Source: an optimization exercise on an open RTL-to-GDS flow (aim: small area, a short achievable clock period and few clock cycles per item). Production flows keep margins and buffers that such runs may drop.
At most, simulation tests tie the RTL to the original design; equivalence was not proved.
No activity file was given, so power comes from the tool's default toggle rates.

## xenon
## ranging_code_gen
module ranging_code_gen (
    input  wire        clk,
    input  wire        rst,
    input  wire        cmd_valid,
    output wire        cmd_ready,
    input  wire [1:0]  cmd_mode,    
    input  wire [13:0] cmd_arg,     
    input  wire [13:0] cmd_p,       
    input  wire [13:0] cmd_len,     
    output reg         chip_valid,
    output reg         chip
);
    localparam [14:0] N_M = 15'd10243;
    localparam [14:0] N_S = 15'd3607;
    localparam [12:0] H_M = 13'd5121;    
    localparam [12:0] H_S = 13'd1803;
    reg        st_gold;
    reg        st_wset;
    reg        st_wrun;
    reg        sub;         
    reg [13:0] rem;
    reg        rem1;        
    reg [14:0] x;
    reg [14:0] y;
    reg [3:0]  sc;
    reg        d_init;
    reg        d_addy;
    reg        d_fold;
    reg        d_c1;
    reg        d_c2;
    reg        d_pass;
    reg [11:0] l_idx;
    reg        l_sg;
    reg        l_z;
    reg        l_ph;
    reg        leg_a;
    wire idle   = ~(st_gold | st_wset | st_wrun);
    wire emit   = st_gold | (st_wrun & l_ph);
    wire last   = emit & rem1;
    assign cmd_ready = idle | last;
    wire acc = cmd_valid & cmd_ready;
    wire [12:0] g1 = x[12:0];
    wire [12:0] g2 = y[12:0];
    wire g1_fb = sub ? ^(g1 & 13'b1000000001101) : ^(g1[10:0] & 11'b11111000001);
    wire g2_fb = sub ? ^(g2 & 13'b1101101110001) : ^(g2[10:0] & 11'b10110011111);
    wire g1_rl = sub & (g1 == 13'h07FF);      
    wire gold_chip = sub ? (g1[12] ^ g2[12]) : (g1[10] ^ (^(g2[10:0] & l_idx[10:0])));
    wire [12:0] hh = sub ? H_S : H_M;
    wire [14:0] nn = sub ? N_S : N_M;
    wire [12:0] v  = x[12:0];
    wire        vs = x[14];
    wire        v_z = (v == 13'd0);
    reg         fz;
    reg         fh;
    reg  [14:0] red_c;
    always @(*) begin
        if (d_c1)
            red_c = sub ? 15'd14428 : 15'd20486;    
        else if (d_c2)
  ...
For scale: roughly 79 flip-flops, ~50 I/O pins, roughly 9700 µm² of cells after synthesis.
export LEC_CHECK = 0
export ABC_AREA = 1
export CAP_MARGIN = 20
export CELL_PAD_IN_SITES_DETAIL_PLACEMENT = 1
export CELL_PAD_IN_SITES_GLOBAL_PLACEMENT = 1
export CORE_MARGIN = 2
export CORE_UTILIZATION = 35
export PLACE_DENSITY = 0.45
export SETUP_SLACK_MARGIN = 4
export SLEW_MARGIN = 20
create_clock -name core_clock -period 8.0 [get_ports {clk}]
run.sh (not shown) runs the stock make flow with config.mk's settings and CLKGATE_MAP_FILE= SYNTH_SCRIPT=/design/flow/synth_recipe.tcl, a recipe that flattens the netlist after the stock synthesis.
The following lists how nickel was set up differently from xenon:
--- a/flow/design.v
+++ b/flow/design.v
@@ -2180,33 +2180,32 @@
     reg        d_addy;
     reg        d_fold;
     reg        d_c1;
     reg        d_c2;
     reg        d_pass;
     reg [11:0] l_idx;
     reg        l_sg;
-    reg        l_z;
-    reg        l_ph;
+    reg        leg_q;       
+    reg        leg_ph;
     reg        leg_a;
     wire idle   = ~(st_gold | st_wset | st_wrun);
-    wire emit   = st_gold | (st_wrun & l_ph);
+    wire emit   = st_gold | (st_wrun & leg_ph);
     wire last   = emit & rem1;
     assign cmd_ready = idle | last;
     wire acc = cmd_valid & cmd_ready;
     wire [12:0] g1 = x[12:0];
     wire [12:0] g2 = y[12:0];
     wire g1_fb = sub ? ^(g1 & 13'b1000000001101) : ^(g1[10:0] & 11'b11111000001);
     wire g2_fb = sub ? ^(g2 & 13'b1101101110001) : ^(g2[10:0] & 11'b10110011111);
     wire g1_rl = sub & (g1 == 13'h07FF);      
     wire gold_chip = sub ? (g1[12] ^ g2[12]) : (g1[10] ^ (^(g2[10:0] & l_idx[10:0])));
     wire [12:0] hh = sub ? H_S : H_M;
     wire [14:0] nn = sub ? N_S : N_M;
     wire [12:0] v  = x[12:0];
     wire        vs = x[14];
-    wire        v_z = (v == 13'd0);
     reg         fz;
     reg         fh;
     reg  [14:0] red_c;
     always @(*) begin
         if (d_c1)
             red_c = sub ? 15'd14428 : 15'd20486;    
         else if (d_c2)
@@ -2277,25 +2276,26 @@
     always @(*) begin
         rem_b = 1'b1;
         for (n = 0; n < 14; n = n + 1) begin
             rem_dec[n] = rem[n] ^ rem_b;
             rem_b      = rem_b & ~rem[n];
         end
     end
-    wire        s8 = (v[7:0] == 8'd0);
-    wire [12:0] a1 = s8 ? {8'd0, v[12:8]} : v;
+    wire [12:0] yv = y[12:0];
+    wire        s8 = (yv[7:0] == 8'd0);
+    wire [12:0] a1 = s8 ? {8'd0, yv[12:8]} : yv;
     wire        s4 = (a1[3:0] == 4'd0);
     wire [12:0] a2 = s4 ? {4'd0, a1[12:4]} : a1;
     wire        s2 = (a2[1:0] == 2'd0);
     wire [12:0] a3 = s2 ? {2'd0, a2[12:2]} : a2;
     wire        s1 = ~a3[0];
     wire [12:0] a4 = s1 ? {1'd0, a3[12:1]} : a3;
     wire rom_q;
     rcg_legrom u_rom (.a({sub, l_idx}), .q(rom_q));
-    wire leg = ~l_z & (rom_q ^ l_sg);
+    wire leg = ~fz & (rom_q ^ l_sg);
     always @(posedge clk) begin
         if (rst) begin
             st_gold    <= 1'b0;
             st_wset    <= 1'b0;
             st_wrun    <= 1'b0;
             chip_valid <= 1'b0;
         end else begin
@@ -2310,15 +2310,15 @@
             end else if (st_wset & (sc == 4'd11)) begin
                 st_wset <= 1'b0;
                 st_wrun <= 1'b1;
             end
         end
     end
     always @(posedge clk) begin
-        chip <= st_gold ? gold_chip : (leg_a ^ leg);
+        chip <= st_gold ? gold_chip : (leg_a ^ leg_q);
         if (emit) begin
             rem  <= rem_dec;
             rem1 <= (rem == 14'd2);
         end
         sc     <= sc_nx;
         d_init <= (sc_nx == 4'd0);
         d_addy <= (sc_nx == 4'd7);
@@ -2334,18 +2334,18 @@
             y <= y_nx;
         end
         if (~st_gold) begin
             l_idx <= a4[12:1];
         end
         fz    <= (y[12:0] == 13'd0);
         fh    <= (y[12:0] == hh);
-        l_sg  <= vs ^ (~sub & s1);
-        l_z   <= v_z;
-        l_ph  <= st_wrun & sc[0];
-        leg_a <= leg;           
+        l_sg  <= y[14] ^ (~sub & s1);
+        leg_q  <= leg;
+        leg_ph <= st_wrun & sc[0];
+        leg_a  <= leg_q;        
         if (cmd_ready) begin
             sub   <= cmd_mode[0];
             rem   <= cmd_len;
             rem1  <= (cmd_len == 14'd1);
             x     <= cmd_mode[1] ? {1'b0, cmd_p} : (cmd_mode[0] ? 15'h1FFF : 15'h02AA);
             y     <= (cmd_mode == 2'd0) ? 15'h02AA : {1'b0, cmd_arg};
             l_idx <= {1'b0, cmd_arg[10:0]};
==> comparison <==
There was hardly any difference in sequential share of cell area between xenon and nickel. The count of plain and timing-repair buffers in the layout number comes out higher for nickel vs xenon. The more densely filled core belongs to nickel, not xenon. The achievable frequency number comes out higher for nickel vs xenon. On post-synthesis xor/xnor area fraction, xenon and nickel are basically level. Changes observed in nickel relative to xenon: proportion of power drawn by combinational gates shows an increase of 3.0 points; area growth from synthesis to final layout shows an increase of 0.91 points; footprint of the multi-input gates shows no meaningful change; clock skew shows no meaningful change; total length of routed met2 wires shows a reduction of 3.0%.
Testbench counts of nickel, summed over its fixed seeds: cycles 16,758, chips 14,062.
No functional check of the RTL was part of xenon.

run A:
Another version of the RTL of ranging_code_gen (not shown whole).
Size: about 1700 cells after synthesis, about 50 I/O pins, ~9900 µm² of cells after synthesis.
clock: 8.0 ns
lec_check: 0
abc_area: 1
cap_margin: 20
cell_pad_in_sites_detail_placement: 1
cell_pad_in_sites_global_placement: 1
core_margin: 2
core_utilization: 35
place_density: 0.45
setup_slack_margin: 4.5
slew_margin: 20
standard.sh (not shown) runs the stock make flow with config.mk's settings and CLKGATE_MAP_FILE= SYNTH_SCRIPT=/design/flow/synth_recipe.tcl, a recipe that flattens the netlist after the stock synthesis.
==> flow/flow/run.sh <==
#!/bin/bash
# The standard layout (standard.sh), with the port buffers that global placement
# inserts on every input and output made plain buffers (buf_2) instead of the
# default delay-buffer cell.
set -euo pipefail
export BUFFER_PORTS_ARGS="-buffer_cell sky130_fd_sc_hd__buf_2"
bash standard.sh > standard.log 2>&1
--- input diff run A..run B ---
--- a/flow/design.v
+++ b/flow/design.v
@@ -2184,15 +2184,18 @@
     reg        d_c2;
     reg        d_pass;
     reg        d_end;
     reg        fz;          
     reg        wd;          
     reg        wh;          
+    reg [10:0] mask;        
     reg [11:0] l_idx;
     reg        l_sg;
-    reg        leg_q;       
+    reg        rom_r;       
+    reg        sg_r;        
+    reg        fz_r;
     reg        leg_ph;      
     reg        leg_a;       
     wire emit = st_gold | (st_wrun & leg_ph);
     wire last = emit & rem1;
     assign cmd_ready = ready_q;
     wire acc  = cmd_valid & ready_q;
@@ -2205,13 +2208,13 @@
     wire rdy_nx  = ~(gold_nx | wset_nx | wrun_nx) | ((gold_nx | (wrun_nx & lph_nx)) & rem1_nx);
     wire [12:0] g1 = x[12:0];
     wire [12:0] g2 = y[12:0];
     wire g1_fb = sub ? ^(g1 & 13'b1000000001101) : ^(g1[10:0] & 11'b11111000001);
     wire g2_fb = sub ? ^(g2 & 13'b1101101110001) : ^(g2[10:0] & 11'b10110011111);
     wire g1_rl = sub & (g1 == 13'h07FF);      
-    wire gold_chip = sub ? (g1[12] ^ g2[12]) : (g1[10] ^ (^(g2[10:0] & l_idx[10:0])));
+    wire gold_chip = sub ? (g1[12] ^ g2[12]) : (g1[10] ^ (^(g2[10:0] & mask)));
     wire [12:0] hh = sub ? H_S : H_M;
     wire [14:0] nn = sub ? N_S : N_M;
     reg  [14:0] red_c;
     always @(*) begin
         if (d_c1)
             red_c = sub ? 15'd14428 : 15'd20486;    
@@ -2246,21 +2249,15 @@
     integer     d;
     always @(*) begin
         pg = {ad_a & ad_b, ad_c};
         pp = {ad_a ^ ad_b, 1'b0};
         for (d = 0; d < 4; d = d + 1)
             for (i = 0; i < 16; i = i + 1)
-                if (((i + 1) % (2 << d)) == 0) begin
-                    pg[i] = pg[i] | (pp[i] & pg[i - (1 << d)]);
-                    pp[i] = pp[i] & pp[i - (1 << d)];
-                end
-        for (d = 2; d >= 0; d = d - 1)
-            for (i = 0; i < 16; i = i + 1)
-                if (((i + 1) % (2 << d)) == (1 << d) && i >= (2 << d)) begin
-                    pg[i] = pg[i] | (pp[i] & pg[i - (1 << d)]);
-                    pp[i] = pp[i] & pp[i - (1 << d)];
+                if ((i >> d) & 1) begin
+                    pg[i] = pg[i] | (pp[i] & pg[((i >> (d + 1)) << (d + 1)) + (1 << d) - 1]);
+                    pp[i] = pp[i] & pp[((i >> (d + 1)) << (d + 1)) + (1 << d) - 1];
                 end
         ad_s = {pg[15], (ad_a ^ ad_b) ^ pg[14:0]};
     end
     reg         x_gt_h;
     integer     j;
     always @(*) begin
@@ -2269,13 +2266,13 @@
             x_gt_h = hh[j] ? (x[j] & x_gt_h) : (x[j] | x_gt_h);
         x_gt_h = x[13] | x_gt_h;
     end
     wire        keep_x  = (op_red & ~ad_s[15]) | (op_fold & ~x_gt_h);
     wire        y_top   = st_wset ? (d_fold | ad_s[14]) : (wd | wh);
     wire [14:0] y_load  = (cmd_mode == 2'd0) ? 15'h02AA : {1'b0, cmd_arg};
-    wire [14:0] y_gold  = {y[14:13], g2[11:0], g2_fb};
+    wire [14:0] y_gold  = {x[14:13], g2[11:0], g2_fb};
     wire [14:0] y_other = ready_q ? y_load : (st_gold ? y_gold : x);
     wire        use_sum = ~ready_q & ~st_gold & ~keep_x;
     wire [14:0] y_d     = use_sum ? {y_top, ad_s[13:0]} : y_other;
     wire [3:0] sc_nx = ready_q ? 4'd0 : sc + 4'd1;
     reg  [13:0] rem_dec;
     reg         rem_b;
@@ -2297,13 +2294,13 @@
     wire [12:0] sm  = sb[0] ? sb :
                       sb[1] ? {1'd0, sb[12:1]} :
                       sb[2] ? {2'd0, sb[12:2]} : {3'd0, sb[12:3]};
     wire        t_odd = ~sb[0] & (sb[1] | ~sb[2]);    
     wire rom_q;
     rcg_legrom u_rom (.a({sub, l_idx}), .q(rom_q));
-    wire leg = ~fz & (rom_q ^ l_sg);
+    wire leg_q = ~fz_r & (rom_r ^ sg_r);   
     always @(posedge clk) begin
         if (rst) begin
             st_gold    <= 1'b0;
             st_wset    <= 1'b0;
             st_wrun    <= 1'b0;
             ready_q    <= 1'b1;
@@ -2331,24 +2328,24 @@
         d_end  <= (sc_nx == 4'd11);
         y <= y_d;
         if (st_gold)
             x <= {y[14:13], g1_rl ? 13'h1FFF : {g1[11:0], g1_fb}};
         else
             x <= y;
-        if (~st_gold) begin
-            l_idx <= sm[12:1];
-        end
+        l_idx  <= sm[12:1];
         fz     <= (yv == 13'd0);
         wd     <= y[14] & (yv != 13'd0);
         wh     <= ~y[14] & (yv == hh);
         l_sg   <= y[14] ^ (~sub & t_odd);
-        leg_q  <= leg;
+        rom_r  <= rom_q;
+        sg_r   <= l_sg;
+        fz_r   <= fz;
         leg_ph <= lph_nx;
         leg_a  <= leg_q;
         if (ready_q) begin
             sub   <= cmd_mode[0];
             rem   <= cmd_len;
             x     <= cmd_mode[1] ? {1'b0, cmd_p} : (cmd_mode[0] ? 15'h1FFF : 15'h02AA);
-            l_idx <= {1'b0, cmd_arg[10:0]};
+            mask  <= cmd_arg[10:0];
         end
     end
 endmodule
==> notes.md <==
Cmp run B vs run A: count of clock-buffer cells in the layout lower in run B. Diff run A -> run B: total power up about 64%; share of final-layout standard cells stronger than drive strength 1 lower; standard cell area after detailed placement went up. Number of port buffers came out exactly the same in run A and run B. Run B vs run A on area of all sequential standard cells: run B is the higher one.
Testbench counts of run B, summed over its fixed seeds: cycles 16,758, chips 14,062.
Function not checked in run A: the RTL went through the layout flow alone.

==> afterwards: timing with drivers on the ports <==
No port has a modelled driver above. Below, the same layouts with a new extraction and two added sets of constraints.
Step 1: set_driving_cell puts a clkbuf_16 on clk and a buf_2 on each other input, an assumption about the parent block.
Step 2, shift: input delay + t, output delay - t, t = (earliest + latest rising clock arrival at the registers) / 2. This alone moves slack from input paths to output paths.
a / b / c = ideal / step 1 / step 2; a / b = the first two.
| run | t, ns | setup WS [ns] | slew at the worst register clock pin (ns) | cell pins on the clock port's net |
|---|---|---|---|---|
| xenon | 0.393 | 3.973 / 3.973 / 3.916 | 0.07 / 0.07 | 1 |
| nickel | 0.388 | 4.029 / 4.029 / 4.029 | 0.07 / 0.07 | 1 |
| run A | 0.400 | 4.509 / 4.509 / 4.509 | 0.06 / 0.06 | 1 |
| run B | 0.407 | 4.519 / 4.519 / 4.519 | 0.08 / 0.08 | 1 |
After both steps setup and hold are still met in every run listed. For xenon, which loses most, drivers alone change the setup slack by 0.000 ns; drivers and shift together by -0.057 ns.
